Source: an optimization exercise on an open RTL-to-GDS flow (aim: small area, a short achievable clock period and few clock cycles per item). Production flows keep margins and buffers that such runs may drop.
Where RTL was checked, it was by simulation tests only, not by an equivalence proof against the original.
Only the layout flow was run in run 4; the RTL was not checked for function there.
Power figures rest on the tool's default switching activity, not on a simulated workload.

==> flow/design.v <==
module gcr62_codec (
    input  wire       clk,
    input  wire       rst,
    input  wire       in_valid,
    output reg        in_ready,
    input  wire [7:0] in_data,
    input  wire       in_mode,
    output reg        out_valid,
    input  wire       out_ready,
    output reg  [7:0] out_data,
    output reg        out_last,
    output reg        out_err,
    output reg        out_ckerr
);
    function [7:0] nib_rom;
        input [5:0] v;
        begin
            case (v)
                6'd0:  nib_rom = 8'h96;  6'd1:  nib_rom = 8'h97;
                6'd2:  nib_rom = 8'h9A;  6'd3:  nib_rom = 8'h9B;
                6'd4:  nib_rom = 8'h9D;  6'd5:  nib_rom = 8'h9E;
                6'd6:  nib_rom = 8'h9F;  6'd7:  nib_rom = 8'hA6;
                6'd8:  nib_rom = 8'hA7;  6'd9:  nib_rom = 8'hAB;
                6'd10: nib_rom = 8'hAC;  6'd11: nib_rom = 8'hAD;
                6'd12: nib_rom = 8'hAE;  6'd13: nib_rom = 8'hAF;
                6'd14: nib_rom = 8'hB2;  6'd15: nib_rom = 8'hB3;
                6'd16: nib_rom = 8'hB4;  6'd17: nib_rom = 8'hB5;
                6'd18: nib_rom = 8'hB6;  6'd19: nib_rom = 8'hB7;
                6'd20: nib_rom = 8'hB9;  6'd21: nib_rom = 8'hBA;
                6'd22: nib_rom = 8'hBB;  6'd23: nib_rom = 8'hBC;
                6'd24: nib_rom = 8'hBD;  6'd25: nib_rom = 8'hBE;
                6'd26: nib_rom = 8'hBF;  6'd27: nib_rom = 8'hCB;
                6'd28: nib_rom = 8'hCD;  6'd29: nib_rom = 8'hCE;
                6'd30: nib_rom = 8'hCF;  6'd31: nib_rom = 8'hD3;
                6'd32: nib_rom = 8'hD6;  6'd33: nib_rom = 8'hD7;
                6'd34: nib_rom = 8'hD9;  6'd35: nib_rom = 8'hDA;
                6'd36: nib_rom = 8'hDB;  6'd37: nib_rom = 8'hDC;
                6'd38: nib_rom = 8'hDD;  6'd39: nib_rom = 8'hDE;
                6'd40: nib_rom = 8'hDF;  6'd41: nib_rom = 8'hE5;
                6'd42: nib_rom = 8'hE6;  6'd43: nib_rom = 8'hE7;
                6'd44: nib_rom = 8'hE9;  6'd45: nib_rom = 8'hEA;
                6'd46: nib_rom = 8'hEB;  6'd47: nib_rom = 8'hEC;
                6'd48: nib_rom = 8'hED;  6'd49: nib_rom = 8'hEE;
                6'd50: nib_rom = 8'hEF;  6'd51: nib_rom = 8'hF2;
                6'd52: nib_rom = 8'hF3;  6'd53: nib_rom = 8'hF4;
                6'd54: nib_rom = 8'hF5;  6'd55: nib_rom = 8'hF6;
                6'd56: nib_rom = 8'hF7;  6'd57: nib_rom = 8'hF9;
                6'd58: nib_rom = 8'hFA;  6'd59: nib_rom = 8'hFB;
                6'd60: nib_rom = 8'hFC;  6'd61: nib_rom = 8'hFD;
                6'd62: nib_rom = 8'hFE;  default: nib_rom = 8'hFF;
            endcase
        end
    endfunction
    function [6:0] denib;
        input [7:0] b;
        begin
            case (b)
                8'h96: denib = {1'b1, 6'd0};   8'h97: denib = {1'b1, 6'd1};
                8'h9A: denib = {1'b1, 6'd2};   8'h9B: denib = {1'b1, 6'd3};
                8'h9D: denib = {1'b1, 6'd4};   8'h9E: denib = {1'b1, 6'd5};
                8'h9F: denib = {1'b1, 6'd6};   8'hA6: denib = {1'b1, 6'd7};
                8'hA7: denib = {1'b1, 6'd8};   8'hAB: denib = {1'b1, 6'd9};
                8'hAC: denib = {1'b1, 6'd10};  8'hAD: denib = {1'b1, 6'd11};
                8'hAE: denib = {1'b1, 6'd12};  8'hAF: denib = {1'b1, 6'd13};
                8'hB2: denib = {1'b1, 6'd14};  8'hB3: denib = {1'b1, 6'd15};
                8'hB4: denib = {1'b1, 6'd16};  8'hB5: denib = {1'b1, 6'd17};
                8'hB6: denib = {1'b1, 6'd18};  8'hB7: denib = {1'b1, 6'd19};
                8'hB9: denib = {1'b1, 6'd20};  8'hBA: denib = {1'b1, 6'd21};
                8'hBB: denib = {1'b1, 6'd22};  8'hBC: denib = {1'b1, 6'd23};
                8'hBD: denib = {1'b1, 6'd24};  8'hBE: denib = {1'b1, 6'd25};
                8'hBF: denib = {1'b1, 6'd26};  8'hCB: denib = {1'b1, 6'd27};
                8'hCD: denib = {1'b1, 6'd28};  8'hCE: denib = {1'b1, 6'd29};
                8'hCF: denib = {1'b1, 6'd30};  8'hD3: denib = {1'b1, 6'd31};
                8'hD6: denib = {1'b1, 6'd32};  8'hD7: denib = {1'b1, 6'd33};
                8'hD9: denib = {1'b1, 6'd34};  8'hDA: denib = {1'b1, 6'd35};
                8'hDB: denib = {1'b1, 6'd36};  8'hDC: denib = {1'b1, 6'd37};
                8'hDD: denib = {1'b1, 6'd38};  8'hDE: denib = {1'b1, 6'd39};
                8'hDF: denib = {1'b1, 6'd40};  8'hE5: denib = {1'b1, 6'd41};
                8'hE6: denib = {1'b1, 6'd42};  8'hE7: denib = {1'b1, 6'd43};
                8'hE9: denib = {1'b1, 6'd44};  8'hEA: denib = {1'b1, 6'd45};
                8'hEB: denib = {1'b1, 6'd46};  8'hEC: denib = {1'b1, 6'd47};
                8'hED: denib = {1'b1, 6'd48};  8'hEE: denib = {1'b1, 6'd49};
                8'hEF: denib = {1'b1, 6'd50};  8'hF2: denib = {1'b1, 6'd51};
                8'hF3: denib = {1'b1, 6'd52};  8'hF4: denib = {1'b1, 6'd53};
                8'hF5: denib = {1'b1, 6'd54};  8'hF6: denib = {1'b1, 6'd55};
                8'hF7: denib = {1'b1, 6'd56};  8'hF9: denib = {1'b1, 6'd57};
                8'hFA: denib = {1'b1, 6'd58};  8'hFB: denib = {1'b1, 6'd59};
                8'hFC: denib = {1'b1, 6'd60};  8'hFD: denib = {1'b1, 6'd61};
                8'hFE: denib = {1'b1, 6'd62};  8'hFF: denib = {1'b1, 6'd63};
                default: denib = 7'd0;
            endcase
        end
    endfunction
    function [6:0] denib_m;
        input [7:0] b;
        integer i;
        reg [7:0] t;
        begin
            denib_m = 7'd0;
            for (i = 0; i < 64; i = i + 1) begin
                t = nib_rom(i[5:0]);
                if (b == t)
                    denib_m = denib_m | {1'b1, i[5:0]};
            end
        end
    endfunction
    function [1:0] swap2;
        input [1:0] x;
        swap2 = {x[0], x[1]};
    endfunction
    reg  [5:0] pq   [0:255];
    reg  [1:0] sec0 [0:85];
    reg  [1:0] sec1 [0:85];
    reg  [1:0] sec2 [0:83];
    reg        rst_q;
    wire       rst_a = rst || rst_q;
    always @(posedge clk)
        rst_q <= rst;
    reg  [1:0] iocc;
    reg  [7:0] e0_d, e1_d;
    reg        e0_m, e1_m;
    wire       in_fire = in_valid & in_ready;
    wire       p1_go;                        
    always @(posedge clk) begin
        if (rst_a) begin
            iocc     <= 2'd0;
            in_ready <= 1'b0;
        end else begin
            iocc     <= iocc + {1'b0, in_fire} - {1'b0, p1_go};
            in_ready <= ({1'b0, iocc} + {2'b0, in_ready} - {2'b0, p1_go}) < 3'd2;
        end
    end
    always @(posedge clk) begin
        if (p1_go) begin
            if (iocc == 2'd2) begin
                e0_d <= e1_d; e0_m <= e1_m;
            end else begin
                e0_d <= in_data; e0_m <= in_mode;
            end
        end else if (iocc == 2'd0) begin
            e0_d <= in_data; e0_m <= in_mode;
        end
        if (iocc == 2'd1 && !p1_go) begin
            e1_d <= in_data; e1_m <= in_mode;
        end
    end
    reg  [1:0] t_val, t_mode, t_done, t_err, t_ck;
    reg        ip, op;
    reg  [8:0] k;           
    reg  [6:0] ki;          
    reg  [1:0] ks;          
    reg        kmode;       
    reg        k0;          
    reg        klo;         
    reg        kmid;        
    reg        kl_e, kl_d;  
    reg  [5:0] run;
    reg        rerr;
    reg  [8:0] wp;          
    reg  [8:0] wpc;         
    reg        okE, okD;    
    reg  [8:0] rb;          
    reg  [8:0] rbm1;        
    reg        r0;          
    wire       mcur  = k0 ? e0_m : kmode;
    wire [6:0] dn    = denib_m(e0_d);
    wire [5:0] val   = run ^ dn[5:0];
    wire       tlast = mcur ? kl_d : kl_e;
    wire       push  = !mcur || kmid;
    wire       slot_ok = !k0 || !t_val[ip];
    reg  [8:0] rp;          
    wire       pfull   = (wp[7:0] == rp[7:0]) && (wp[8] != rp[8]);
    assign p1_go = (iocc != 2'd0) && (mcur ? okD : okE) && slot_ok && (!push || !pfull);
    wire       pushgo = p1_go && push;
    wire       pop_iss;     
    wire       prev_on = t_val[~ip];
    wire       pm      = t_mode[~ip];
    wire [8:0] lim_e   = pm ? k : {2'b0, ki};
    wire [8:0] lim_d   = !pm ? {2'b0, ki} :
                         (ki < 7'd84) ? ({2'b0, ki} + 9'd172) : ({2'b0, ki} + 9'd86);
    wire       sbusy   = k0 && t_val[ip];
    wire       okE_a   = !sbusy && (!prev_on || (rb > lim_e));
    wire       okD_a   = !sbusy && (!prev_on || !klo || (rb > lim_d));
    wire       okE_b   = !prev_on || (!r0 && (rbm1 > lim_e));
    wire       okD_b   = !prev_on || (!r0 && (rbm1 > lim_d));
    reg        p2_v, p2_push, p2_last, p2_err, p2_ck, p2_slot;
    reg  [2:0] p2_pl;
    reg  [6:0] p2_sa;
    reg  [5:0] p2_sd, p2_pd;
    reg  [7:0] p2_wp;
    reg  [8:0] kc;          
    always @(posedge clk) begin
        if (rst_q) begin
            k <= 9'd0; ki <= 7'd0; ks <= 2'd0; kmode <= 1'b0;
            k0 <= 1'b1; klo <= 1'b1; kmid <= 1'b0; kl_e <= 1'b0; kl_d <= 1'b0;
            run <= 6'd0; rerr <= 1'b0;
            wp <= 9'd0; wpc <= 9'd0;
            okE <= 1'b0; okD <= 1'b0;
            p2_v <= 1'b0; p2_push <= 1'b0; p2_pl <= 3'd0;
        end else begin
            if (p2_push)
                wpc <= wpc + 9'd1;
            if (p1_go && tlast) begin
                okE <= 1'b0; okD <= 1'b0;
            end else if (p1_go) begin
                okE <= okE_b; okD <= okD_b;
            end else begin
                okE <= okE_a; okD <= okD_a;
            end
            p2_v    <= p1_go;
            p2_push <= pushgo;
            p2_pl   <= 3'd0;
            if (p1_go) begin
                kmode <= mcur;
                if (!mcur)
                    p2_pl <= (ks == 2'd0) ? 3'b001 : (ks == 2'd1) ? 3'b010 : 3'b100;
                else
                    p2_pl <= klo ? ((ki < 7'd84) ? 3'b111 : 3'b011) : 3'b000;
                if (push) wp <= wp + 9'd1;
                if (mcur) begin
                    run  <= val;
                    rerr <= rerr | !dn[6];
                end
                if (tlast) begin
                    k <= 9'd0; ki <= 7'd0; ks <= 2'd0;
                    k0 <= 1'b1; klo <= 1'b1; kmid <= 1'b0; kl_e <= 1'b0; kl_d <= 1'b0;
                    run <= 6'd0; rerr <= 1'b0;
                end else begin
                    k    <= k + 9'd1;
                    k0   <= 1'b0;
                    klo  <= (k < 9'd85);
                    kmid <= (k >= 9'd85) && (k < 9'd341);
                    kl_e <= (k == 9'd254);
                    kl_d <= (k == 9'd341);
                    if (ki == 7'd85) begin
                        ki <= 7'd0; ks <= ks + 2'd1;
                    end else begin
                        ki <= ki + 7'd1;
                    end
                end
            end
        end
    end
    always @(posedge clk) begin
        p2_last <= tlast;
        p2_sa   <= ki;
        p2_wp   <= wp[7:0];
        p2_slot <= ip;
        p2_pd   <= mcur ? val : e0_d[7:2];
        p2_sd   <= mcur ? val : {3{swap2(e0_d[1:0])}};
        p2_err  <= mcur && (rerr | !dn[6]);
        p2_ck   <= mcur && (val != 6'd0);
    end
    always @(posedge clk) begin
        if (p2_push)
            pq[p2_wp] <= p2_pd;
        if (p2_pl[0])
            sec0[p2_sa] <= p2_sd[1:0];
        if (p2_pl[1])
            sec1[p2_sa] <= p2_sd[3:2];
        if (p2_pl[2])
            sec2[p2_sa] <= p2_sd[5:4];
    end
    wire       iss_end;         
    always @(posedge clk) begin
        if (rst_q) begin
            kc <= 9'd0;
            t_val <= 2'b00; t_done <= 2'b00;
            ip <= 1'b0;
        end else begin
            if (p1_go && k0) begin
                t_val[ip]  <= 1'b1;
                t_mode[ip] <= mcur;
                t_done[ip] <= 1'b0;
            end
            if (p1_go && tlast)
                ip <= ~ip;
            if (p2_v) begin
                if (p2_last) begin
                    kc <= 9'd0;
                    t_done[p2_slot] <= 1'b1;
                    t_err[p2_slot]  <= p2_err;
                    t_ck[p2_slot]   <= p2_ck && !p2_err;
                end else begin
                    kc <= kc + 9'd1;
                end
            end
            if (iss_end)
                t_val[op] <= 1'b0;
        end
    end
    reg  [6:0] ri;          
    reg  [1:0] rs;          
    reg  [1:0] rpc1, rpc2, rpc3;    
    reg        rlt86, rlt342, r255, r342;
    reg        kcok;        
    reg        r_v, r_mode, r_first, r_last, r_err, r_ck;
    reg  [1:0] r_ksel;      
    reg  [1:0] r_rs;
    reg  [5:0] r_sec, r_pq;
    reg  [1:0] qcnt;        
    wire       cnz     = (wpc != rp);    
    wire       om      = t_mode[op];
    wire       odone   = t_done[op];
    wire       o_avail = om ? (cnz && (!r255 || odone)) :
                         rlt86  ? (kcok || odone) :
                         rlt342 ? cnz : 1'b1;
    wire       cred_ok = !(qcnt[1] && (out_valid || r_v)) &&
                         !(qcnt[0] && out_valid && r_v);
    wire       iss     = t_val[op] && o_avail && cred_ok;
    wire       o_end   = om ? r255 : r342;
    assign     iss_end = iss && o_end;
    assign     pop_iss = iss && (om || (!rlt86 && rlt342));
    wire [9:0] kd      = {1'b0, kc} - {1'b0, rb};
    always @(posedge clk) begin
        if (rst_q) begin
            rb <= 9'd0; rbm1 <= 9'd0; ri <= 7'd0; rs <= 2'd0; rp <= 9'd0;
            rpc1 <= 2'd1; rpc2 <= 2'd2; rpc3 <= 2'd3;
            rlt86 <= 1'b1; rlt342 <= 1'b1; r255 <= 1'b0; r342 <= 1'b0; r0 <= 1'b1;
            kcok <= 1'b0;
            op <= 1'b0;
            r_v <= 1'b0;
        end else begin
            r_v <= iss;
            if (pop_iss) begin
                rp   <= rp + 9'd1;
                rpc1 <= (rp[1:0] + 2'd1) ^ 2'd1;
                rpc2 <= (rp[1:0] + 2'd1) ^ 2'd2;
                rpc3 <= (rp[1:0] + 2'd1) ^ 2'd3;
            end
            if (iss && o_end) begin
                rb <= 9'd0; rbm1 <= 9'd0; ri <= 7'd0; rs <= 2'd0;
                rlt86 <= 1'b1; rlt342 <= 1'b1; r255 <= 1'b0; r342 <= 1'b0; r0 <= 1'b1;
                kcok <= 1'b0;
                op <= ~op;
            end else if (iss) begin
                rb   <= rb + 9'd1;
                rbm1 <= rb;
                rlt86  <= (rb < 9'd85);
                rlt342 <= (rb < 9'd341);
                r255   <= (rb == 9'd254);
                r342   <= (rb == 9'd341);
                r0     <= 1'b0;
                kcok   <= !kd[9] && (kd[8:0] >= 9'd174);
                if (ri == 7'd85) begin
                    ri <= 7'd0; rs <= rs + 2'd1;
                end else begin
                    ri <= ri + 7'd1;
                end
            end else begin
                kcok   <= !kd[9] && (kd[8:0] >= 9'd173);
            end
        end
    end
    always @(posedge clk) begin
        r_mode  <= om;
        r_first <= r0;
        r_last  <= o_end;
        r_err   <= t_err[op] && om;
        r_ck    <= t_ck[op] && om;
        r_ksel  <= rlt86 ? 2'd0 : rlt342 ? 2'd1 : 2'd2;
        r_rs    <= rs;
        r_sec   <= {(ri < 7'd84) ? sec2[ri] : 2'b00, sec1[ri], sec0[ri]};
        r_pq    <= pq_rd;
    end
    reg  [5:0] pq_l1 [0:63];
    reg  [1:0] qsel;
    integer g;
    always @(*) begin
        for (g = 0; g < 64; g = g + 1) begin
            case (g / 16)
                0: qsel = rp[1:0];
                1: qsel = rpc1 ^ 2'd1;
                2: qsel = rpc2 ^ 2'd2;
                default: qsel = rpc3 ^ 2'd3;
            endcase
            pq_l1[g] = pq[4 * g + qsel];
        end
    end
    wire [5:0] pq_rd = pq_l1[rp[7:2]];
    reg  [5:0] cprev;
    wire [5:0] ev     = (r_ksel == 2'd0) ? r_sec : (r_ksel == 2'd1) ? r_pq : 6'd0;
    wire [5:0] ex     = ev ^ (r_first ? 6'd0 : cprev);
    wire [1:0] dpair  = (r_rs == 2'd0) ? r_sec[1:0] : (r_rs == 2'd1) ? r_sec[3:2] : r_sec[5:4];
    wire [7:0] c_data = r_mode ? {r_pq, swap2(dpair)} : nib_rom(ex);
    always @(posedge clk) begin
        if (r_v && !r_mode)
            cprev <= ev;
    end
    reg  [10:0] m0, m1;
    wire [10:0] c_ent = {c_data, r_last, r_last && r_err, r_last && r_ck};
    wire        h_free = !out_valid || out_ready;
    wire        to_h   = h_free && (qcnt == 2'd0);
    wire        q_pop  = h_free && (qcnt != 2'd0);
    always @(posedge clk) begin
        if (rst_a) begin
            out_valid <= 1'b0;
            qcnt      <= 2'd0;
        end else begin
            if (h_free)
                out_valid <= (qcnt != 2'd0) || r_v;
            if (h_free)
                qcnt <= (qcnt == 2'd0) ? 2'd0 : (r_v ? qcnt : qcnt - 2'd1);
            else if (r_v)
                qcnt <= qcnt + 2'd1;
        end
    end
    always @(posedge clk) begin
        if (q_pop) begin
            {out_data, out_last, out_err, out_ckerr} <= m0;
        end else if (to_h && r_v) begin
            {out_data, out_last, out_err, out_ckerr} <= c_ent;
        end
        if (q_pop) begin
            m0 <= (qcnt == 2'd2) ? m1 : c_ent;
        end else if (qcnt == 2'd0) begin
            m0 <= c_ent;
        end
        if (qcnt == 2'd1 && !q_pop || qcnt == 2'd2 && q_pop)
            m1 <= c_ent;
    end
endmodule
==> flow/run.sh <==
#!/bin/bash
# synth_recipe.tcl (not shown) runs the flow's synth.tcl, then flattens the netlist and writes it again
# the make line also repeats each setting of config.mk as NAME=value (left out here)
make -C /OpenROAD-flow-scripts/flow DESIGN_CONFIG=/design/flow/config.mk WORK_HOME=/design/flow/orfs CLKGATE_MAP_FILE= SYNTH_SCRIPT=/design/flow/synth_recipe.tcl finish
==> flow/config.mk <==
export PLATFORM = sky130hd
export DESIGN_NAME = gcr62_codec
export DESIGN_NICKNAME = gcr62_codec
export VERILOG_FILES = /design/flow/design.v
export SDC_FILE = /design/flow/constraint.sdc
export NUM_CORES = 4
export LEC_CHECK = 0
export CAP_MARGIN = 20
export CORE_MARGIN = 2
export CORE_UTILIZATION = 60
export CTS_CLUSTER_DIAMETER = 100
export CTS_CLUSTER_SIZE = 24
export SLEW_MARGIN = 20
==> flow/constraint.sdc <==
create_clock -name core_clock -period 13.0 [get_ports {clk}]
set_input_delay 2.6000 -clock core_clock [delete_from_list [all_inputs] [get_ports {clk}]]
set_output_delay 2.6000 -clock core_clock [all_outputs]
set_load 0.01 [all_outputs]
==> impl_metrics.env, run 1 <==
export IMPL_clockPowerShare_pct=30.4
export IMPL_startpoint="rpc3[1]$_SDFFE_PP1P_"
export IMPL_drc=0
export IMPL_placementRows=144
export IMPL_clock_sinks=2288
export IMPL_ant_nets=0
export IMPL_fmaxAchievable_mhz=199
export IMPL_drt_iter0_markers=6414
export IMPL_hold_depth=0
export IMPL_synth_warnings=2
export IMPL_hp_class="flop to flop"
export IMPL_worst_ep_required_time_ps=13630
export IMPL_place_hpwl_um=167000
export IMPL_dieArea_um2=159000
export IMPL_finalSetupViolations=0
export IMPL_overflow=0
export IMPL_clkLatencyLatePin_ps=800
export IMPL_reg2reg_from="rpc3[1]$_SDFFE_PP1P_"
export IMPL_rr_worst_depth=8
export IMPL_wire_per_inst_um=34.2
export IMPL_synth_seq_cells=2288
export IMPL_synthCells=5418
export IMPL_hold_violations=0
export IMPL_cts_htree_levels=3
export IMPL_ys_types=88
export IMPL_nets=5430
export IMPL_outcome="complete, no violations"
export IMPL_switching_share_pct=20.9
export IMPL_cts_hold_buf=0
export IMPL_cts_resized_gates=0
export IMPL_critPathArrivalTime_ps=5660
export IMPL_yosysTopAreaCell="edfxtp_1"
export IMPL_postSynth_asyncResetShare_pct=0
export IMPL_design_core_area_um2=154000
export IMPL_critPathMaxFanout=60
export IMPL_finalWirelength_um=254000
export IMPL_ys_seq_area_share_pct=71.6
export IMPL_tightest_slew_ps=1210
export IMPL_final_min_clock_period_ps=5030
export IMPL_seq_power_share_pct=66.9
export IMPL_synth_edf_count=2111
export IMPL_ir_drop_mv=0.138
export IMPL_final_common_cell="edfxtp_1"
export IMPL_clk_path_buf_depth=3
export IMPL_area_growth_pct=5.85
export IMPL_ys_flop_type="edfxtp_1"
export IMPL_finalSetupTns_ps=0
export IMPL_synth_area_um2=93400
export IMPL_cts_root_buffer="clkbuf_16"
export IMPL_drive_gt1_share_pct=16.1
export IMPL_cts_buffers=105
export IMPL_antenna_found_initial=16
export IMPL_cap_violations=0
export IMPL_ios=26
export IMPL_drv_slew=0
export IMPL_die_h_um=399
export IMPL_grt_max_degree=197
export IMPL_synth_nets=5514
export IMPL_first_global_vias=48900
export IMPL_power_switching_w=0.00259
export IMPL_period_share_pct=38.7
export IMPL_relSlewSlack_pct=19.1
export IMPL_grt_first_pass_wirelength_um=361000
export IMPL_fin_cells=7442
export IMPL_clkTransAtPathRegs_ps=100
export IMPL_vias=50700
export IMPL_vias_per_cell=6.82
export IMPL_yosys_area_top_type_share_pct=67.8
export IMPL_dr_pass1_iters=6
export IMPL_mostFrequentLayoutCells="edfxtp_1 (2111), nor2_1 (711), mux4_2 (529), nand2_1 (235), dfxtp_1 (155)"
export IMPL_p_leak_nw=29.9
export IMPL_clock_skew_ps=54.5
export IMPL_p_int_w=0.00981
export IMPL_die_w_um=399
export IMPL_start_kind="flop"
export IMPL_grtUsageTotal_pct=32.3
export IMPL_min_from="rs[1]$_SDFFE_PP0P_"
export IMPL_power_density_nw_per_um2=125
export IMPL_tritoncts="yes"
export IMPL_crit_type="flop to flop"
export IMPL_syn_area_per_cell_um2=17.2
export IMPL_rsz0062_at_grt="no"
export IMPL_placed_cells=7267
export IMPL_post_cts_buffers=0
export IMPL_power_frac_comb_pct=2.8
export IMPL_gp_congestion=0.925
export IMPL_io_buffers=25
export IMPL_crit_path_end_kind="flop"
export IMPL_synth_area_leaders="edfxtp_1 (68%), mux4_2 (13%), dfxtp_1 (3.8%), nor2_1 (2.9%), ha_1 (1.1%)"
export IMPL_start_util_pct=60.5
-- critical path, stage by stage, from the launching register on --
cell and delay [ps]:
dfxtp_4 790, buf_4 740, buf_4 850, mux4_2 420, a32oi_1 200, nand4_1 140
or4_1 510, a2111oi_0 880, a31oi_1 170
-- layer usage --
metal / vias to the layer above / share of wire [%] / global-route usage [%] / wire [um]
met2: 2657 / 48 / 50.7 / 121000
met4: 6 / 5.7 / 16.6 / 14400
met5: - / 0.018 / 0 / 46
li1: 21200 / - / - / -
met1: 26300 / 38 / 43.6 / 95600
met3: 507 / 8.9 / 6.16 / 22700
-- final timing paths --
path	endpoint	slack, ps
worst max-delay path	r_pq[0]$_DFF_P_	7970
worst min-delay path	r_rs[1]$_DFF_P_	370
worst max register to register	r_pq[0]$_DFF_P_	7970
worst min register to register	r_rs[1]$_DFF_P_	370
-- through the flow --
| stage | total power (W) | instance area [um^2] | utilization, % | hold WS [ps] | setup WS [ps] |
|---|---|---|---|---|---|
| floorplan | 0.00865 | 93400 | - | 329 | 8770 |
| global placement | 0.00879 | 95800 | 62.0 | 362 | 7990 |
| detailed placement | 0.00880 | 95800 | 62.1 | 360 | 7960 |
| CTS | 0.0124 | 98800 | 64.0 | 376 | 8070 |
| global route | 0.0127 | 98900 | 64.0 | 383 | 7780 |
| finish | 0.0124 | 98900 | 64.1 | 372 | 7970 |
-- flip-flops by register name (all words and copies together) (netlist names), 7 cells and up, named ones only --
name      count
wp            9
ri            7
sec1        172
sec2        168
e0_d          8
m1           11
p2_wp         8
kc            9
rp            8
p2_sa         7
pq         1536
k             9
wpc           9
rbm1          9
sec0        172
rb            9
m0           11
out_data      8
e1_d          8
ki            7
-- synthesized netlist by cell type (all sizes together) (21+ instances only) --
cell type / count
edfxtp: 2111
nor2: 721
mux4: 529
nand2: 240
clkbuf: 203
dfxtp: 177
a21oi: 121
nand3: 121
buf: 120
o21ai: 104
ha: 81
mux2i: 70
a22oi: 64
inv: 58
nor3: 51
xor2: 51
nand4: 50
xnor2: 48
mux2: 41
nor2b: 36
a32oi: 34
a31oi: 33
nand2b: 29
and3: 28
o211ai: 21
-- cell families after synthesis --
logic type	synth area share [%]
buf+inv	1.74
compound gates	3.99
mux	14.0
flops	71.6
simple gates	6.58
fa+ha+maj	1.13
xor+xnor	0.928
-- area by class of cell --
type | instances | area, um^2
Multi-Input combinational cell | 2749 | 25000
Timing Repair Buffer | 132 | 1160
Antenna cell | 9 | 22.5
Clock inverter | 6 | 103
Tap cell | 2044 | 2560
Inverter | 58 | 218
Fill cell | 10800 | 55500
Sequential cell | 2288 | 67000
Clock buffer | 156 | 2860
-- power groups by stage --
stage | clock network, W | registers [W] | logic, W
final | 0.00376 | 0.00829 | 0.000344
after global routing | 0.00404 | 0.00830 | 0.000373
after CTS | 0.00380 | 0.00830 | 0.000329
after detailed placement | 0 | 0.00847 | 0.000329
after global placement | 0 | 0.00847 | 0.000323
after floorplan | 0 | 0.00856 | 0.0000931
Testbench counts, summed over its fixed seeds: cycles 65,913, items 192.
==> run 2: changes to the inputs <==
--- a/flow/config.mk
+++ b/flow/config.mk
@@ -5,9 +5,9 @@
 export SDC_FILE = /design/flow/constraint.sdc
 export NUM_CORES = 4
 export LEC_CHECK = 0
-export CAP_MARGIN = 20
+export CAP_MARGIN = 40
 export CORE_MARGIN = 2
 export CORE_UTILIZATION = 60
 export CTS_CLUSTER_DIAMETER = 100
 export CTS_CLUSTER_SIZE = 24
-export SLEW_MARGIN = 20
+export SLEW_MARGIN = 60
==> impl_metrics.env, run 2 <==
export IMPL_outcome="complete, no violations"
export IMPL_tightest_slew_ps=728
export IMPL_antenna_found_initial=6
export IMPL_ys_seq_area_share_pct=71.6
export IMPL_grt_max_degree=96
export IMPL_path_depth=1
export IMPL_drive_gt1_share_pct=23.5
export IMPL_synthCells=5418
export IMPL_drt_iter0_markers=6367
export IMPL_crit_slowest_cell="clkdlybuf4s50_1"
export IMPL_yosys_top_cells_count="edfxtp_1 (2111), nor2_1 (719), mux4_2 (529)"
export IMPL_design_core_area_um2=154000
export IMPL_hold_violations=0
export IMPL_dp_slack_ps=8410
export IMPL_die_w_um=399
export IMPL_critical_path_top_delay_family="buffers and inverters"
export IMPL_seqCellArea_um2=67000
export IMPL_worstReg2RegEnd="r_pq[4]$_DFF_P_"
export IMPL_gp_congestion=0.925
export IMPL_finalSetupTns_ps=0
export IMPL_fin_cells=7500
export IMPL_cap_violations=0
export IMPL_placementRows=144
export IMPL_critPathMaxFanout=4
export IMPL_mostFrequentLayoutCells="edfxtp_1 (2111), mux4_2 (529), nor2_1 (455), nor2_2 (257), nand2_1 (209)"
export IMPL_cpPeakStageDelay_ps=580
export IMPL_fin_hold_ws_ps=374
export IMPL_multi_input_area_um2=26200
export IMPL_crit_path_end_kind="output port"
export IMPL_place_hpwl_um=174000
export IMPL_placed_cells=7327
export IMPL_post_cts_buffers=0
export IMPL_rrSetupSlack_ps=8820
export IMPL_ys_types=88
export IMPL_clock_sinks=2288
export IMPL_reg_top3="pq (1536), sec0 (172), sec1 (172)"
export IMPL_grt_first_pass_wirelength_um=364000
export IMPL_fmaxAchievable_mhz=231
export IMPL_rsz0062_at_grt="no"
export IMPL_whs_endpoint="r_rs[1]$_DFF_P_"
export IMPL_yosysTopAreaCell="edfxtp_1"
export IMPL_clkTransAtPathRegs_ps=100
export IMPL_period_share_pct=33.3
export IMPL_clock_skew_ps=45.2
export IMPL_cts_root_buffer="clkbuf_16"
export IMPL_critPathArrivalTime_ps=1730
export IMPL_cp_num_buf_inv=1
export IMPL_finalSetupViolations=0
export IMPL_synth_nets=5514
export IMPL_relSlewSlack_pct=51.5
export IMPL_cts_htree_levels=3
export IMPL_cts_resized_gates=0
export IMPL_start_util_pct=60.5
export IMPL_ys_flop_type="edfxtp_1"
export IMPL_hold_depth=0
export IMPL_grtUsageTotal_pct=32.5
export IMPL_synth_most_common_cell="edfxtp_1"
export IMPL_first_global_vias=49500
export IMPL_vias=51100
export IMPL_finalWirelength_um=256000
export IMPL_postSynth_asyncResetShare_pct=0
export IMPL_die_h_um=399
export IMPL_top_register="pq"
export IMPL_drv_slew=0
export IMPL_synth_area_um2=93400
export IMPL_synth_edf_count=2111
export IMPL_cts_hold_buf=0
export IMPL_cts_buffers=105
export IMPL_stdcell_area_um2=101000
export IMPL_crit_chain="clkdlybuf4s50_1"
export IMPL_hp_class="flop to flop"
export IMPL_crit_type="flop to output port"
export IMPL_synth_seq_cells=2288
export IMPL_yosys_area_top_type_share_pct=67.8
export IMPL_io_buffers=25
export IMPL_worst_ep_required_time_ps=10400
export IMPL_rr_worst_depth=10
export IMPL_area_growth_pct=8.50
export IMPL_fill_cells=10500
export IMPL_min_from="rs[1]$_SDFFE_PP0P_"
export IMPL_place_area_um2=98000
export IMPL_fin_ws_ps=8670
export IMPL_vias_per_cell=6.82
export IMPL_synth_warnings=2
export IMPL_largest_reg_flops=1536
export IMPL_start_kind="flop"
export IMPL_final_common_cell="edfxtp_1"
export IMPL_synth_area_leaders="edfxtp_1 (68%), mux4_2 (13%), dfxtp_1 (3.8%), nor2_1 (2.9%), ha_1 (1.1%)"
export IMPL_tritoncts="yes"
export IMPL_ir_drop_mv=0.132
export IMPL_drc=0
export IMPL_ios=26
export IMPL_clk_path_buf_depth=3
export IMPL_power_density_nw_per_um2=123
export IMPL_final_min_clock_period_ps=4330
export IMPL_dieArea_um2=159000
export IMPL_p_leak_nw=30.6
export IMPL_syn_area_per_cell_um2=17.2
export IMPL_ant_nets=0
export IMPL_wire_per_inst_um=34.1
export IMPL_dr_pass1_iters=5
export IMPL_overflow=0
export IMPL_nets=5495
export IMPL_reg2reg_from="rp[1]$_SDFFE_PP0P_"
export IMPL_clkLatencyLatePin_ps=780
-- run 2: cell counts after synthesis --
No cell type changed its count.
-- run 2: metal layers --
metal | wire [um] | up-vias | part of all wire (%) | track usage (%)
met1 | 96200 | 26600 | 38 | 43.8
li1 | - | 21400 | - | -
met3 | 22200 | 518 | 8.7 | 6.08
met5 | 120 | - | 0.047 | 0
met2 | 122000 | 2590 | 48 | 51.2
met4 | 15400 | 6 | 6.0 | 17.0
-- run 2: cell families after synthesis --
kind of cell | Yosys count | share of synthesized area, %
compound gates | 553 | 3.99
simple gates | 1374 | 6.58
flops | 2288 | 71.6
mux | 640 | 14.0
xor+xnor | 99 | 0.928
fa+ha+maj | 83 | 1.13
buf+inv | 381 | 1.74
-- run 2: worst max path at each step --
stage | startpoint | endpoint
4_1_cts | out_valid$_SDFFE_PP0N_ | out_valid
2_1_floorplan | p2_pd[0]$_DFF_P_ | pq[0][0]$_DFFE_PP_
3_3_place_gp | out_ready | m1[7]$_DFFE_PP_
5_1_grt | out_valid$_SDFFE_PP0N_ | out_valid
3_5_place_dp | out_ready | m1[7]$_DFFE_PP_
6_report | out_valid$_SDFFE_PP0N_ | out_valid
-- run 2: layout make-up --
class | count | area share [%]
tap | 2044 | 2.52
clock inverter | 8 | 0.139
multi-input combinational | 2749 | 25.8
timing repair buffer | 197 | 2.39
sequential | 2288 | 66.1
clock buffer | 153 | 2.79
inverter | 58 | 0.215
antenna | 3 | 0.00741
-- run 2: where the power goes --
| group | leakage [nW] | total, W | switching [W] | internal, W |
|---|---|---|---|---|
| combinational | 8.50 | 0.000454 | 0.000345 | 0.000110 |
| clock | 1.42 | 0.00377 | 0.00224 | 0.00153 |
| sequential | 20.7 | 0.00823 | 0.0000307 | 0.00820 |
| total | 30.6 | 0.0125 | 0.00262 | 0.00985 |
-- run 2: stage by stage --
stage / power (W) / utilization (%)
floorplan: 0.00865 / -
global placement: 0.00879 / 62.0
detailed placement: 0.00885 / 63.5
CTS: 0.0125 / 65.4
global route: 0.0128 / 65.6
finish: 0.0125 / 65.6
==> run 3: changes to the inputs <==
==> flow/flow/run.sh (new file) <==
#!/bin/bash
# Own flow: the standard layout (standard.sh, standard synthesis unchanged), with
#  - ports buffered with sky130_fd_sc_hd__buf_4 instead of the default port buffer;
#  - repair_timing aiming below the design's period (setup margin), so the resizer
#    works on the paths that set the achieved period.
# The SDC (clock period, I/O delays, loads) is the standard flow's, unchanged.
set -euo pipefail
cat >> config.mk <<'EOC'
export BUFFER_PORTS_ARGS = -buffer_cell sky130_fd_sc_hd__buf_4
export SETUP_SLACK_MARGIN = 8.8
EOC
bash standard.sh > standard_flow.log 2>&1
==> flow/standard.sh (new file) <==
#!/bin/bash
# synth_recipe.tcl (not shown) runs the flow's synth.tcl, then flattens the netlist and writes it again
# the make line also repeats each setting of config.mk as NAME=value (left out here)
make -C /OpenROAD-flow-scripts/flow DESIGN_CONFIG=/design/flow/config.mk WORK_HOME=/design/flow/orfs CLKGATE_MAP_FILE= SYNTH_SCRIPT=/design/flow/synth_recipe.tcl "${@:-finish}"
--- a/flow/config.mk
+++ b/flow/config.mk
@@ -5,9 +5,11 @@
 export SDC_FILE = /design/flow/constraint.sdc
 export NUM_CORES = 4
 export LEC_CHECK = 0
-export CAP_MARGIN = 40
+export CAP_MARGIN = 20
 export CORE_MARGIN = 2
 export CORE_UTILIZATION = 60
 export CTS_CLUSTER_DIAMETER = 100
 export CTS_CLUSTER_SIZE = 24
-export SLEW_MARGIN = 60
+export SLEW_MARGIN = 20
+export BUFFER_PORTS_ARGS = -buffer_cell sky130_fd_sc_hd__buf_4
+export SETUP_SLACK_MARGIN = 8.8
removed: flow/run.sh
==> impl_metrics.env, run 3 <==
export IMPL_outcome="complete, no violations"
export IMPL_wire_per_inst_um=34.6
export IMPL_crit_slowest_cell="dfxtp_4"
export IMPL_synth_area_um2=93400
export IMPL_synth_seq_cells=2288
export IMPL_grt_max_degree=193
export IMPL_overflow=0
export IMPL_synth_nets=5514
export IMPL_ys_flop_type="edfxtp_1"
export IMPL_start_kind="flop"
export IMPL_seqCellArea_um2=67000
export IMPL_syn_area_per_cell_um2=17.2
export IMPL_ys_types=88
export IMPL_clock_sinks=2288
export IMPL_start_util_pct=60.5
export IMPL_finalSetupViolations=0
export IMPL_synth_warnings=2
export IMPL_synth_most_common_cell="edfxtp_1"
export IMPL_crit_type="flop to flop"
export IMPL_clkLatencyLatePin_ps=780
export IMPL_grt_first_pass_wirelength_um=364000
export IMPL_antenna_found_initial=10
export IMPL_cpPeakStageDelay_ps=810
export IMPL_clk_path_buf_depth=3
export IMPL_rrSetupSlack_ps=8830
export IMPL_fill_cells=10800
export IMPL_stdcell_area_um2=98900
export IMPL_largest_reg_flops=1536
export IMPL_postSynth_asyncResetShare_pct=0
export IMPL_placementRows=144
export IMPL_tightest_slew_ps=1230
export IMPL_cts_root_buffer="clkbuf_16"
export IMPL_switching_share_pct=20.9
export IMPL_nets=5424
export IMPL_worst_ep_required_time_ps=13670
export IMPL_hold_violations=0
export IMPL_vias_per_cell=6.85
export IMPL_area_growth_pct=5.88
export IMPL_synthCells=5418
export IMPL_rsz0062_at_grt="yes"
export IMPL_yosysTopAreaCell="edfxtp_1"
export IMPL_drv_slew=0
export IMPL_cts_buffers=105
export IMPL_mostFrequentLayoutCells="edfxtp_1 (2111), nor2_1 (710), mux4_2 (529), nand2_1 (236), dfxtp_1 (155)"
export IMPL_grtUsageTotal_pct=32.5
export IMPL_final_min_clock_period_ps=4170
export IMPL_die_w_um=399
export IMPL_cts_hold_buf=0
export IMPL_crit_path_end_kind="flop"
export IMPL_finalSetupTns_ps=0
export IMPL_ios=26
export IMPL_relSlewSlack_pct=17.6
export IMPL_cts_htree_levels=3
export IMPL_critPathArrivalTime_ps=4840
export IMPL_power_frac_comb_pct=2.6
export IMPL_yosys_top_cells_count="edfxtp_1 (2111), nor2_1 (719), mux4_2 (529)"
export IMPL_hp_class="flop to flop"
export IMPL_fmaxAchievable_mhz=240
export IMPL_ir_drop_mv=0.134
export IMPL_crit_chain="buf_6 > buf_4 > mux4_2 > mux2_2 > a221oi_1 > o211ai_1 > o32a_1"
export IMPL_first_global_vias=49600
export IMPL_power_density_nw_per_um2=126
export IMPL_cap_violations=0
export IMPL_drive_gt1_share_pct=16.6
export IMPL_place_hpwl_um=166000
export IMPL_final_common_cell="edfxtp_1"
export IMPL_vias=50900
export IMPL_place_area_um2=95800
export IMPL_critPathMaxFanout=47
export IMPL_dr_pass1_iters=8
export IMPL_ant_nets=0
export IMPL_dieArea_um2=159000
export IMPL_tritoncts="yes"
export IMPL_seq_power_share_pct=66.9
export IMPL_clockPowerShare_pct=30.5
export IMPL_p_leak_nw=29.9
export IMPL_yosys_area_top_type_share_pct=67.8
export IMPL_drt_iter0_markers=6479
export IMPL_drc=0
export IMPL_io_buffers=25
export IMPL_synth_area_leaders="edfxtp_1 (68%), mux4_2 (13%), dfxtp_1 (3.8%), nor2_1 (2.9%), ha_1 (1.1%)"
export IMPL_fin_hold_ws_ps=373
export IMPL_multi_input_area_um2=25000
export IMPL_p_int_w=0.00982
export IMPL_reg_top3="pq (1536), sec0 (172), sec1 (172)"
export IMPL_top_register="pq"
export IMPL_ys_seq_area_share_pct=71.6
export IMPL_design_core_area_um2=154000
export IMPL_clkTransAtPathRegs_ps=100
export IMPL_gp_congestion=0.988
export IMPL_period_share_pct=32.1
export IMPL_finalWirelength_um=257000
export IMPL_synth_edf_count=2111
export IMPL_die_h_um=399
export IMPL_clock_skew_ps=38.1
export IMPL_power_switching_w=0.00260
[run 3: final cells by class]
type / instances / share of cell area [%]
sequential: 2288 / 67.7
multi-input combinational: 2749 / 25.3
antenna: 4 / 0.0101
clock buffer: 157 / 2.92
inverter: 58 / 0.220
tap: 2044 / 2.59
timing repair buffer: 126 / 1.15
clock inverter: 5 / 0.0898
[run 3: logic make-up after synthesis]
group                      Yosys count  synth area share (%)
DFF                               2288                  71.6
and+or+nand+nor                   1374                  6.58
muxes                              640                  14.0
AOI/OAI and AO/OA                  553                  3.99
buffers and inverters              381                  1.74
xor gates and xnor gates            99                 0.928
adders and majority gates           83                  1.13
[run 3: repair_timing]
item | in CTS | in global routing
cloned | 0 | 1
gates resized for setup | 9 | 6
buffers inserted | 0 | 1
setup endpoints to repair | 6 | 9
[run 3: final timing paths]
path / end / cells after the start / from
worst max-delay path: r_pq[1]$_DFF_P_ / 7 / rpc3[1]$_SDFFE_PP1P_
worst min-delay path: r_rs[1]$_DFF_P_ / 0 / rs[1]$_SDFFE_PP0P_
worst max register to register: r_pq[1]$_DFF_P_ / 7 / rpc3[1]$_SDFFE_PP1P_
worst min register to register: r_rs[1]$_DFF_P_ / 0 / rs[1]$_SDFFE_PP0P_
[run 3: stage by stage]
stage	util (%)	worst slack [ps]	std cells	power, W
floorplan	-	8820	5418	0.00862
global placement	62.0	8330	7260	0.00879
detailed placement	62.0	8330	7262	0.00880
CTS	64.0	8840	7424	0.0125
global route	64.1	8750	7427	0.0127
finish	64.1	8830	7431	0.0124
[run 3: critical path, delay by kind of cell (launching register included)]
| kind | cells | cell delay, ps |
|---|---|---|
| compound gates | 3 | 1300 |
| buf+inv | 2 | 1110 |
| flops | 1 | 810 |
| mux | 2 | 730 |
[run 3: power by group through the flow]
stage,registers [W],clock network [W],logic [W]
final,0.00831,0.00379,0.000326
after floorplan,0.00853,0,0.0000931
after CTS,0.00831,0.00383,0.000322
after detailed placement,0.00848,0,0.000323
after global placement,0.00848,0,0.000313
after global routing,0.00832,0.00405,0.000350
[run 3: layer usage]
layer	global-route usage [%]	vias up	routed length, um
met2	51.6	2702	122000
met4	17.4	10	16800
met1	43.5	26300	95900
met5	0	-	62
met3	5.86	612	21800
li1	-	21200	-
==> run 4: changes to the inputs <==
--- a/flow/design.v
+++ b/flow/design.v
@@ -156,8 +156,8 @@
     reg        kl_e, kl_d;  
     reg  [5:0] run;
     reg        rerr;
-    reg  [8:0] wp;          
-    reg  [8:0] wpc;         
+    reg  [8:0] pcnt;        
+    reg  [7:0] pidx;        
     reg        okE, okD;    
     reg  [8:0] rb;          
     reg  [8:0] rbm1;        
@@ -168,8 +168,7 @@
     wire       tlast = mcur ? kl_d : kl_e;
     wire       push  = !mcur || kmid;
     wire       slot_ok = !k0 || !t_val[ip];
-    reg  [8:0] rp;          
-    wire       pfull   = (wp[7:0] == rp[7:0]) && (wp[8] != rp[8]);
+    wire       pfull   = pcnt[8] || (pcnt[7:0] == 8'd255 && p2_push);
     assign p1_go = (iocc != 2'd0) && (mcur ? okD : okE) && slot_ok && (!push || !pfull);
     wire       pushgo = p1_go && push;
     wire       pop_iss;     
@@ -187,19 +186,23 @@
     reg  [2:0] p2_pl;
     reg  [6:0] p2_sa;
     reg  [5:0] p2_sd, p2_pd;
-    reg  [7:0] p2_wp;
     reg  [8:0] kc;          
     always @(posedge clk) begin
         if (rst_q) begin
             k <= 9'd0; ki <= 7'd0; ks <= 2'd0; kmode <= 1'b0;
             k0 <= 1'b1; klo <= 1'b1; kmid <= 1'b0; kl_e <= 1'b0; kl_d <= 1'b0;
             run <= 6'd0; rerr <= 1'b0;
-            wp <= 9'd0; wpc <= 9'd0;
+            pcnt <= 9'd0; pidx <= 8'd255;
             okE <= 1'b0; okD <= 1'b0;
             p2_v <= 1'b0; p2_push <= 1'b0; p2_pl <= 3'd0;
         end else begin
-            if (p2_push)
-                wpc <= wpc + 9'd1;
+            if (p2_push && !pop_iss) begin
+                pcnt <= pcnt + 9'd1;
+                pidx <= pidx + 8'd1;
+            end else if (pop_iss && !p2_push) begin
+                pcnt <= pcnt - 9'd1;
+                pidx <= pidx - 8'd1;
+            end
             if (p1_go && tlast) begin
                 okE <= 1'b0; okD <= 1'b0;
             end else if (p1_go) begin
@@ -216,7 +219,6 @@
                     p2_pl <= (ks == 2'd0) ? 3'b001 : (ks == 2'd1) ? 3'b010 : 3'b100;
                 else
                     p2_pl <= klo ? ((ki < 7'd84) ? 3'b111 : 3'b011) : 3'b000;
-                if (push) wp <= wp + 9'd1;
                 if (mcur) begin
                     run  <= val;
                     rerr <= rerr | !dn[6];
@@ -244,16 +246,19 @@
     always @(posedge clk) begin
         p2_last <= tlast;
         p2_sa   <= ki;
-        p2_wp   <= wp[7:0];
         p2_slot <= ip;
         p2_pd   <= mcur ? val : e0_d[7:2];
         p2_sd   <= mcur ? val : {3{swap2(e0_d[1:0])}};
         p2_err  <= mcur && (rerr | !dn[6]);
         p2_ck   <= mcur && (val != 6'd0);
     end
+    integer n;
     always @(posedge clk) begin
-        if (p2_push)
-            pq[p2_wp] <= p2_pd;
+        if (p2_push) begin
+            pq[0] <= p2_pd;
+            for (n = 1; n < 256; n = n + 1)
+                pq[n] <= pq[n - 1];
+        end
         if (p2_pl[0])
             sec0[p2_sa] <= p2_sd[1:0];
         if (p2_pl[1])
@@ -291,7 +296,6 @@
     end
     reg  [6:0] ri;          
     reg  [1:0] rs;          
-    reg  [1:0] rpc1, rpc2, rpc3;    
     reg        rlt86, rlt342, r255, r342;
     reg        kcok;        
     reg        r_v, r_mode, r_first, r_last, r_err, r_ck;
@@ -299,7 +303,7 @@
     reg  [1:0] r_rs;
     reg  [5:0] r_sec, r_pq;
     reg  [1:0] qcnt;        
-    wire       cnz     = (wpc != rp);    
+    wire       cnz     = (pcnt != 9'd0);    
     wire       om      = t_mode[op];
     wire       odone   = t_done[op];
     wire       o_avail = om ? (cnz && (!r255 || odone)) :
@@ -314,20 +318,13 @@
     wire [9:0] kd      = {1'b0, kc} - {1'b0, rb};
     always @(posedge clk) begin
         if (rst_q) begin
-            rb <= 9'd0; rbm1 <= 9'd0; ri <= 7'd0; rs <= 2'd0; rp <= 9'd0;
-            rpc1 <= 2'd1; rpc2 <= 2'd2; rpc3 <= 2'd3;
+            rb <= 9'd0; rbm1 <= 9'd0; ri <= 7'd0; rs <= 2'd0;
             rlt86 <= 1'b1; rlt342 <= 1'b1; r255 <= 1'b0; r342 <= 1'b0; r0 <= 1'b1;
             kcok <= 1'b0;
             op <= 1'b0;
             r_v <= 1'b0;
         end else begin
             r_v <= iss;
-            if (pop_iss) begin
-                rp   <= rp + 9'd1;
-                rpc1 <= (rp[1:0] + 2'd1) ^ 2'd1;
-                rpc2 <= (rp[1:0] + 2'd1) ^ 2'd2;
-                rpc3 <= (rp[1:0] + 2'd1) ^ 2'd3;
-            end
             if (iss && o_end) begin
                 rb <= 9'd0; rbm1 <= 9'd0; ri <= 7'd0; rs <= 2'd0;
                 rlt86 <= 1'b1; rlt342 <= 1'b1; r255 <= 1'b0; r342 <= 1'b0; r0 <= 1'b1;
@@ -363,21 +360,7 @@
         r_sec   <= {(ri < 7'd84) ? sec2[ri] : 2'b00, sec1[ri], sec0[ri]};
         r_pq    <= pq_rd;
     end
-    reg  [5:0] pq_l1 [0:63];
-    reg  [1:0] qsel;
-    integer g;
-    always @(*) begin
-        for (g = 0; g < 64; g = g + 1) begin
-            case (g / 16)
-                0: qsel = rp[1:0];
-                1: qsel = rpc1 ^ 2'd1;
-                2: qsel = rpc2 ^ 2'd2;
-                default: qsel = rpc3 ^ 2'd3;
-            endcase
-            pq_l1[g] = pq[4 * g + qsel];
-        end
-    end
-    wire [5:0] pq_rd = pq_l1[rp[7:2]];
+    wire [5:0] pq_rd = pq[pidx];
     reg  [5:0] cprev;
     wire [5:0] ev     = (r_ksel == 2'd0) ? r_sec : (r_ksel == 2'd1) ? r_pq : 6'd0;
     wire [5:0] ex     = ev ^ (r_first ? 6'd0 : cprev);
--- a/flow/flow/run.sh
+++ b/flow/flow/run.sh
@@ -7,6 +7,6 @@
 set -euo pipefail
 cat >> config.mk <<'EOC'
 export BUFFER_PORTS_ARGS = -buffer_cell sky130_fd_sc_hd__buf_4
-export SETUP_SLACK_MARGIN = 8.8
+export SETUP_SLACK_MARGIN = 9.1
 EOC
 bash standard.sh > standard_flow.log 2>&1
--- a/flow/config.mk
+++ b/flow/config.mk
@@ -12,4 +12,4 @@
 export CTS_CLUSTER_SIZE = 24
 export SLEW_MARGIN = 20
 export BUFFER_PORTS_ARGS = -buffer_cell sky130_fd_sc_hd__buf_4
-export SETUP_SLACK_MARGIN = 8.8
+export SETUP_SLACK_MARGIN = 9.1
==> impl_metrics.env, run 4 <==
export IMPL_rrSetupSlack_ps=8990
export IMPL_grt_first_pass_wirelength_um=455000
export IMPL_relSlewSlack_pct=9.04
export IMPL_top_register="pq"
export IMPL_crit_slowest_cell="and4b_2"
export IMPL_synth_nets=6052
export IMPL_finalSetupTns_ps=0
export IMPL_clock_sinks=2266
export IMPL_synth_most_common_cell="edfxtp_1"
export IMPL_die_h_um=395
export IMPL_synthAdderAreaFrac_pct=1.31
export IMPL_synth_warnings=2
export IMPL_placed_cells=7758
export IMPL_cts_hold_buf=0
export IMPL_worstReg2RegEnd="r_pq[2]$_DFF_P_"
export IMPL_ys_types=89
export IMPL_ios=26
export IMPL_start_kind="flop"
export IMPL_startpoint="pidx[6]$_SDFFE_PP1P_"
export IMPL_ant_nets=0
export IMPL_hold_depth=0
export IMPL_antenna_found_initial=27
export IMPL_ys_flop_type="edfxtp_1"
export IMPL_power_density_nw_per_um2=122
export IMPL_vias=61500
export IMPL_area_growth_pct=7.75
export IMPL_outcome="complete, no violations"
export IMPL_cts_root_buffer="clkbuf_16"
export IMPL_overflow=0
export IMPL_clkLatencyLatePin_ps=820
export IMPL_design_core_area_um2=152000
export IMPL_grt_max_degree=87
export IMPL_tightest_slew_ps=1360
export IMPL_drc=0
export IMPL_tritoncts="yes"
export IMPL_p_leak_nw=26.1
export IMPL_critPathMaxFanout=25
export IMPL_clkTransAtPathRegs_ps=100
export IMPL_grtUsageTotal_pct=42.3
export IMPL_drive_gt1_share_pct=12.4
export IMPL_finalSetupViolations=0
export IMPL_start_util_pct=60.3
export IMPL_largest_reg_flops=1536
export IMPL_synth_compound_area_share_pct=10.3
export IMPL_nets=5983
export IMPL_reg_top3="pq (1536), sec0 (172), sec1 (172)"
export IMPL_wire_per_inst_um=41.7
export IMPL_place_area_um2=94300
export IMPL_synth_edf_count=2111
export IMPL_postSynth_asyncResetShare_pct=0
export IMPL_place_hpwl_um=220000
export IMPL_final_core_util_pct=65.0
export IMPL_synth_top_family_by_area="compound AO/OA/AOI/OAI gates"
export IMPL_fin_hold_ws_ps=408
export IMPL_ys_seq_area_share_pct=72.7
export IMPL_placementRows=143
export IMPL_rsz0062_at_grt="yes"
export IMPL_drv_slew=0
export IMPL_final_common_cell="edfxtp_1"
export IMPL_reg2reg_from="pidx[6]$_SDFFE_PP1P_"
export IMPL_synthCells=5945
export IMPL_synth_area_leaders="edfxtp_1 (69%), mux4_2 (3.7%), dfxtp_1 (3.4%), a22oi_1 (2.8%), nor2_1 (2.3%)"
export IMPL_dieArea_um2=156000
export IMPL_cap_violations=0
export IMPL_final_min_clock_period_ps=4010
export IMPL_critPathArrivalTime_ps=4750
export IMPL_crit_path_end_kind="flop"
export IMPL_dr_pass1_iters=13
export IMPL_yosys_area_top_type_share_pct=69.3
export IMPL_synth_area_um2=91500
export IMPL_rr_worst_depth=9
export IMPL_finalWirelength_um=333000
export IMPL_worst_ep_required_time_ps=13750
export IMPL_io_buffers=25
export IMPL_die_w_um=395
export IMPL_synth_seq_cells=2266
export IMPL_cts_buffers=105
export IMPL_fmaxAchievable_mhz=249
export IMPL_ir_drop_mv=0.129
export IMPL_cts_htree_levels=3
export IMPL_fin_cells=7998
export IMPL_clock_skew_ps=51.9
export IMPL_vias_per_cell=7.68
export IMPL_first_global_vias=57400
export IMPL_cpPeakStageDelay_ps=1000
export IMPL_synthXorXnorAreaFrac_pct=0.593
export IMPL_mostFrequentLayoutCells="edfxtp_1 (2111), nor2_1 (521), a22oi_1 (344), nand2_1 (223), a21oi_1 (191)"
export IMPL_hp_class="flop to flop"
export IMPL_crit_chain="and4b_2 > buf_4 > a22oi_1 > o22ai_1 > a221oi_2 > nand3_1 > nor4_1 > nand4_1 > mux2_2"
export IMPL_drt_iter0_markers=11900
export IMPL_hold_violations=0
export IMPL_yosysTopAreaCell="edfxtp_1"
export IMPL_stdcell_area_um2=98600
export IMPL_synthSimpleGateAreaFrac_pct=8.16
export IMPL_clk_path_buf_depth=3
export IMPL_synth_mux_area_share_pct=4.85
export IMPL_critPathCapture="r_pq[2]$_DFF_P_"
export IMPL_crit_type="flop to flop"
export IMPL_yosys_top_cells_count="edfxtp_1 (2111), nor2_1 (556), a22oi_1 (344)"
export IMPL_syn_area_per_cell_um2=15.4
export IMPL_gp_congestion=1.06
export IMPL_period_share_pct=30.8
==> run 4: per-stage QoR <==
stage / setup slack [ps] / power (W)
floorplan: -832 / 0.00826
global placement: 7750 / 0.00833
detailed placement: 7600 / 0.00833
CTS: 8980 / 0.0120
global route: 9020 / 0.0122
finish: 8990 / 0.0120
==> run 4: worst min-delay path by stage <==
stage	from	end	slack, ps
after floorplan	ki[6]$_SDFFE_PP0P_	p2_sa[6]$_DFF_P_	330
after global placement	p2_pd[2]$_DFF_P_	pq[0][2]$_DFFE_PP_	390
after detailed placement	p2_pd[5]$_DFF_P_	pq[0][5]$_DFFE_PP_	390
after CTS	p2_pd[0]$_DFF_P_	pq[0][0]$_DFFE_PP_	410
after global routing	p2_pd[3]$_DFF_P_	pq[0][3]$_DFFE_PP_	420
final	p2_pd[0]$_DFF_P_	pq[0][0]$_DFFE_PP_	410
==> run 4: cells by family (layout without fill, tap and decap cells) <==
logic type,count (synthesis),after routing
mux,252,252
simple gates,1501,1501
compound gates,1300,1301
buf+inv,470,464
fa+ha+maj,94,94
other cells,0,28
flops,2266,2266
xor+xnor,62,62
==> run 4: where the power goes <==
part | switching (W) | total [W] | internal (W)
registers | 0.0000208 | 0.00796 | 0.00794
logic | 0.000158 | 0.000211 | 0.0000524
clock network | 0.00228 | 0.00382 | 0.00154
total | 0.00246 | 0.0120 | 0.00953
==> run 4: cell type report <==
class / count / area (um^2)
sequential: 2266 / 66600
fill: 11000 / 53100
multi-input combinational: 3210 / 23900
clock buffer: 161 / 2860
tap: 2030 / 2540
timing repair buffer: 233 / 2290
inverter: 60 / 231
clock inverter: 10 / 123
antenna: 28 / 70.1
==> run 4: what timing repair did <==
item,4_1_cts,5_1_grt
cloned,2,1
pin swaps,6,10
endpoints found under the setup margin,454,297
setup buffers,17,15
gates resized for setup,117,73
==> run 4: worst max-delay path: cells and delay by family, from the launching register on <==
kind	cells	cell delay, ps
mux	1	170
flops	1	530
simple gates	4	1370
buf+inv	1	600
compound gates	3	1230
==> run 4: metal layers <==
| metal | global-route usage [%] | part of all wire (%) | vias up |
|---|---|---|---|
| met5 | 0 | 0.12 | - |
| met4 | 28.8 | 9.2 | 30 |
| met3 | 14.2 | 14 | 1678 |
| met2 | 62.6 | 44 | 5537 |
| met1 | 53.0 | 33 | 30400 |
| li1 | - | - | 23800 |
==> run 5: changes to the inputs <==
--- a/flow/design.v
+++ b/flow/design.v
@@ -204,7 +204,8 @@
                 pidx <= pidx - 8'd1;
             end
             if (p1_go && tlast) begin
-                okE <= 1'b0; okD <= 1'b0;
+                okE <= (op == ip) && !r0;
+                okD <= (op == ip) && (mcur ? (rb > 9'd172) : !r0);
             end else if (p1_go) begin
                 okE <= okE_b; okD <= okD_b;
             end else begin
==> impl_metrics.env, run 5 <==
export IMPL_dp_slack_ps=7830
export IMPL_dr_pass1_iters=13
export IMPL_wire_per_inst_um=41.4
export IMPL_period_share_pct=31.8
export IMPL_rr_worst_depth=11
export IMPL_die_w_um=394
export IMPL_yosys_area_top_type_share_pct=69.4
export IMPL_clk_path_buf_depth=3
export IMPL_overflow=0
export IMPL_stdcell_area_um2=99100
export IMPL_cts_htree_levels=3
export IMPL_mostFrequentLayoutCells="edfxtp_1 (2111), nor2_1 (537), a22oi_1 (308), nand2_1 (225), nand3_1 (224)"
export IMPL_crit_slowest_cell="or4_1"
export IMPL_tritoncts="yes"
export IMPL_final_min_clock_period_ps=4140
export IMPL_area_growth_pct=8.43
export IMPL_synthCells=5962
export IMPL_finalWirelength_um=334000
export IMPL_synth_edf_count=2111
export IMPL_start_util_pct=60.3
export IMPL_crit_top_cell="or4_1"
export IMPL_fin_hold_ws_ps=376
export IMPL_placed_cells=7791
export IMPL_startpoint="pidx[1]$_SDFFE_PP1P_"
export IMPL_nets=6052
export IMPL_top_register="pq"
export IMPL_reg2reg_from="pidx[1]$_SDFFE_PP1P_"
export IMPL_reg_top3="pq (1536), sec0 (172), sec1 (172)"
export IMPL_worst_ep_required_time_ps=13670
export IMPL_relSlewSlack_pct=6.95
export IMPL_first_global_vias=57300
export IMPL_clkLatencyLatePin_ps=810
export IMPL_grtUsageTotal_pct=42.1
export IMPL_wl_met2_um=140000
export IMPL_grt_max_degree=185
export IMPL_cap_violations=0
export IMPL_ir_drop_mv=0.139
export IMPL_postSynth_asyncResetShare_pct=0
export IMPL_yosys_top_cells_count="edfxtp_1 (2111), nor2_1 (558), a22oi_1 (315)"
export IMPL_crit_path_end_kind="flop"
export IMPL_rsz0062_at_grt="yes"
export IMPL_cp_num_buf_inv=3
export IMPL_vias_per_cell=7.70
export IMPL_io_buffers=25
export IMPL_critPathCapture="r_pq[0]$_DFF_P_"
export IMPL_switching_share_pct=20.3
export IMPL_drive_gt1_share_pct=12.7
export IMPL_clockPowerShare_pct=31.7
export IMPL_power_frac_comb_pct=1.8
export IMPL_place_hpwl_um=217000
export IMPL_ys_flop_type="edfxtp_1"
export IMPL_finalSetupViolations=0
export IMPL_p_leak_nw=26.5
export IMPL_cts_hold_buf=0
export IMPL_seq_power_share_pct=66.5
export IMPL_critPathArrivalTime_ps=4810
export IMPL_yosysTopAreaCell="edfxtp_1"
export IMPL_largest_reg_flops=1536
export IMPL_ant_nets=0
export IMPL_ios=26
export IMPL_fmaxAchievable_mhz=242
export IMPL_crit_type="flop to flop"
export IMPL_crit_chain="clkinvlp_4 > ha_4 > clkbuf_4 > or3b_2 > buf_6 > o22ai_1 > or4_1 > or4_1 > nor4_1 > nand4_1 > mux2_4"
export IMPL_synth_area_leaders="edfxtp_1 (69%), mux4_2 (3.7%), dfxtp_1 (3.4%), a22oi_1 (2.6%), nor2_1 (2.3%)"
export IMPL_clock_skew_ps=50.2
export IMPL_synth_most_common_cell="edfxtp_1"
export IMPL_drv_slew=0
export IMPL_design_core_area_um2=152000
export IMPL_rrSetupSlack_ps=8860
export IMPL_clock_sinks=2266
export IMPL_drc=0
export IMPL_synth_seq_cells=2266
export IMPL_cts_root_buffer="clkbuf_16"
export IMPL_outcome="complete, no violations"
export IMPL_drt_iter0_markers=12600
export IMPL_met1Wirelength_um=112000
export IMPL_p_int_w=0.00953
export IMPL_critPathMaxFanout=19
export IMPL_cpPeakStageDelay_ps=550
export IMPL_tightest_slew_ps=1390
export IMPL_syn_area_per_cell_um2=15.3
export IMPL_vias=62000
export IMPL_die_h_um=394
export IMPL_synth_area_um2=91400
export IMPL_place_area_um2=94300
export IMPL_final_common_cell="edfxtp_1"
export IMPL_routed_top_layer="met5"
export IMPL_fin_ws_ps=8860
export IMPL_met3_length_um=51300
export IMPL_fin_cells=8054
export IMPL_fill_cells=10800
export IMPL_synth_nets=6070
export IMPL_hp_class="flop to flop"
export IMPL_ys_seq_area_share_pct=72.7
export IMPL_start_kind="flop"
export IMPL_hold_violations=0
export IMPL_power_switching_w=0.00243
export IMPL_path_depth=11
export IMPL_grt_first_pass_wirelength_um=454000
export IMPL_power_w=0.0120
export IMPL_cts_buffers=105
export IMPL_synth_warnings=2
export IMPL_clkTransAtPathRegs_ps=110
export IMPL_worstReg2RegEnd="r_pq[0]$_DFF_P_"
export IMPL_placementRows=143
export IMPL_antenna_found_initial=28
export IMPL_power_density_nw_per_um2=121
export IMPL_gp_congestion=1.08
export IMPL_dieArea_um2=155000
export IMPL_critical_path_top_delay_family="simple AND/OR/NAND/NOR gates"
export IMPL_ys_types=91
[run 5: what timing repair did]
action | CTS | global route
hold endpoints to repair | 0 | 0
setup endpoints to repair | 637 | 181
gates resized for setup | 116 | 81
buffers inserted | 22 | 34
cloned | 5 | 9
pin swaps | 8 | 7
[run 5: worst min-delay path by stage]
stage | startpoint | end | slack [ps] | depth (start not counted)
after floorplan | ki[4]$_SDFFE_PP0P_ | p2_sa[4]$_DFF_P_ | 330 | 0
after global placement | rs[1]$_SDFFE_PP0P_ | r_rs[1]$_DFF_P_ | 360 | 0
after detailed placement | rs[1]$_SDFFE_PP0P_ | r_rs[1]$_DFF_P_ | 360 | 0
after CTS | rs[1]$_SDFFE_PP0P_ | r_rs[1]$_DFF_P_ | 380 | 0
after global routing | rs[1]$_SDFFE_PP0P_ | r_rs[1]$_DFF_P_ | 390 | 0
final | rs[1]$_SDFFE_PP0P_ | r_rs[1]$_DFF_P_ | 380 | 0
[run 5: worst register-to-register path, stage by stage, from the launching register on]
cell and delay (ps):
dfxtp_4 410, clkinvlp_4 150, ha_4 250, clkbuf_4 230, or3b_2 240, buf_6 370, o22ai_1 230, or4_1 550
or4_1 520, nor4_1 240, nand4_1 410, mux2_4 430
[run 5: per-layer routing]
layer / global-route usage [%] / vias to the layer above
met5: 0.493 / -
met1: 54.0 / 30600
met3: 16.4 / 1640
met2: 60.1 / 5823
met4: 26.9 / 32
li1: - / 23900
[run 5: area by class of cell]
cell class	instances	area [um^2]	share of cell area, %
Clock buffer	155	2860	2.88
Multi-Input combinational cell	3222	23800	24.0
Clock inverter	9	124	0.125
Tap cell	2030	2540	2.56
Inverter	73	293	0.295
Timing Repair Buffer	276	2880	2.90
Sequential cell	2266	66500	67.1
Antenna cell	23	57.6	0.0581
[run 5: power groups by stage]
| stage | Combinational [W] | Clock [W] | Sequential, W |
|---|---|---|---|
| detailed placement | 0.000210 | 0 | 0.00812 |
| floorplan | 0.0000955 | 0 | 0.00816 |
| finish | 0.000217 | 0.00379 | 0.00795 |
| global route | 0.000235 | 0.00404 | 0.00796 |
| CTS | 0.000214 | 0.00381 | 0.00795 |
| global placement | 0.000210 | 0 | 0.00812 |
[run 5: cell families (layout without fill, tap and decap cells)]
group | Yosys count | count (layout) | share of synthesized area (%)
AOI/OAI and AO/OA | 1268 | 1270 | 10.1
xor gates and xnor gates | 76 | 76 | 0.749
adders and majority gates | 95 | 95 | 1.33
buffers and inverters | 477 | 513 | 2.04
DFF | 2266 | 2266 | 72.7
muxes | 248 | 248 | 4.82
other | 0 | 23 | 0
and+or+nand+nor | 1532 | 1533 | 8.22
[run 5: stage by stage]
stage               TNS (ps)  utilization (%)
finish                     0             65.4
global route               0             65.4
CTS                        0             64.7
detailed placement         0             62.2
global placement           0             62.2
floorplan             -18170                -
Testbench counts of run 5, summed over its fixed seeds: cycles 65,849, items 192.

re-timing with driven ports:
The flow's constraints put no driver on any port. The routed layouts listed below were extracted and timed again, unchanged, in two steps. Step 1: set_driving_cell puts a clkbuf_16 on clk and a buf_2 on each other input, an assumption about the parent block. Step 2 moves the port delays by t, midway between the first and last clock arrival at a register: inputs arrive t later, outputs are due t later. That takes back most of the time a late clock gives input paths. a / b / c = no drivers / after step 1 / after step 2; a / b = the first two.
run | shift t [ns] | setup WS [ns] | latest minus earliest clock arrival (ns) | worst register clock-pin slew, ns
run 1 | 0.855 | 7.974 / 7.974 / 7.936 | 0.059 / 0.059 | 0.11 / 0.11
run 2 | 0.847 | 8.669 / 8.579 / 8.391 | 0.050 / 0.051 | 0.11 / 0.11
run 3 | 0.844 | 8.826 / 8.826 / 8.735 | 0.054 / 0.054 | 0.11 / 0.11
run 4 | 0.879 | 8.991 / 8.991 / 8.883 | 0.068 / 0.068 | 0.11 / 0.11
run 5 | 0.866 | 8.863 / 8.863 / 8.863 | 0.052 / 0.052 | 0.11 / 0.11
After both steps every run listed still meets setup and hold. The setup slack of run 2, which loses most, moves by -0.090 ns with the drivers and by -0.278 ns with both steps.
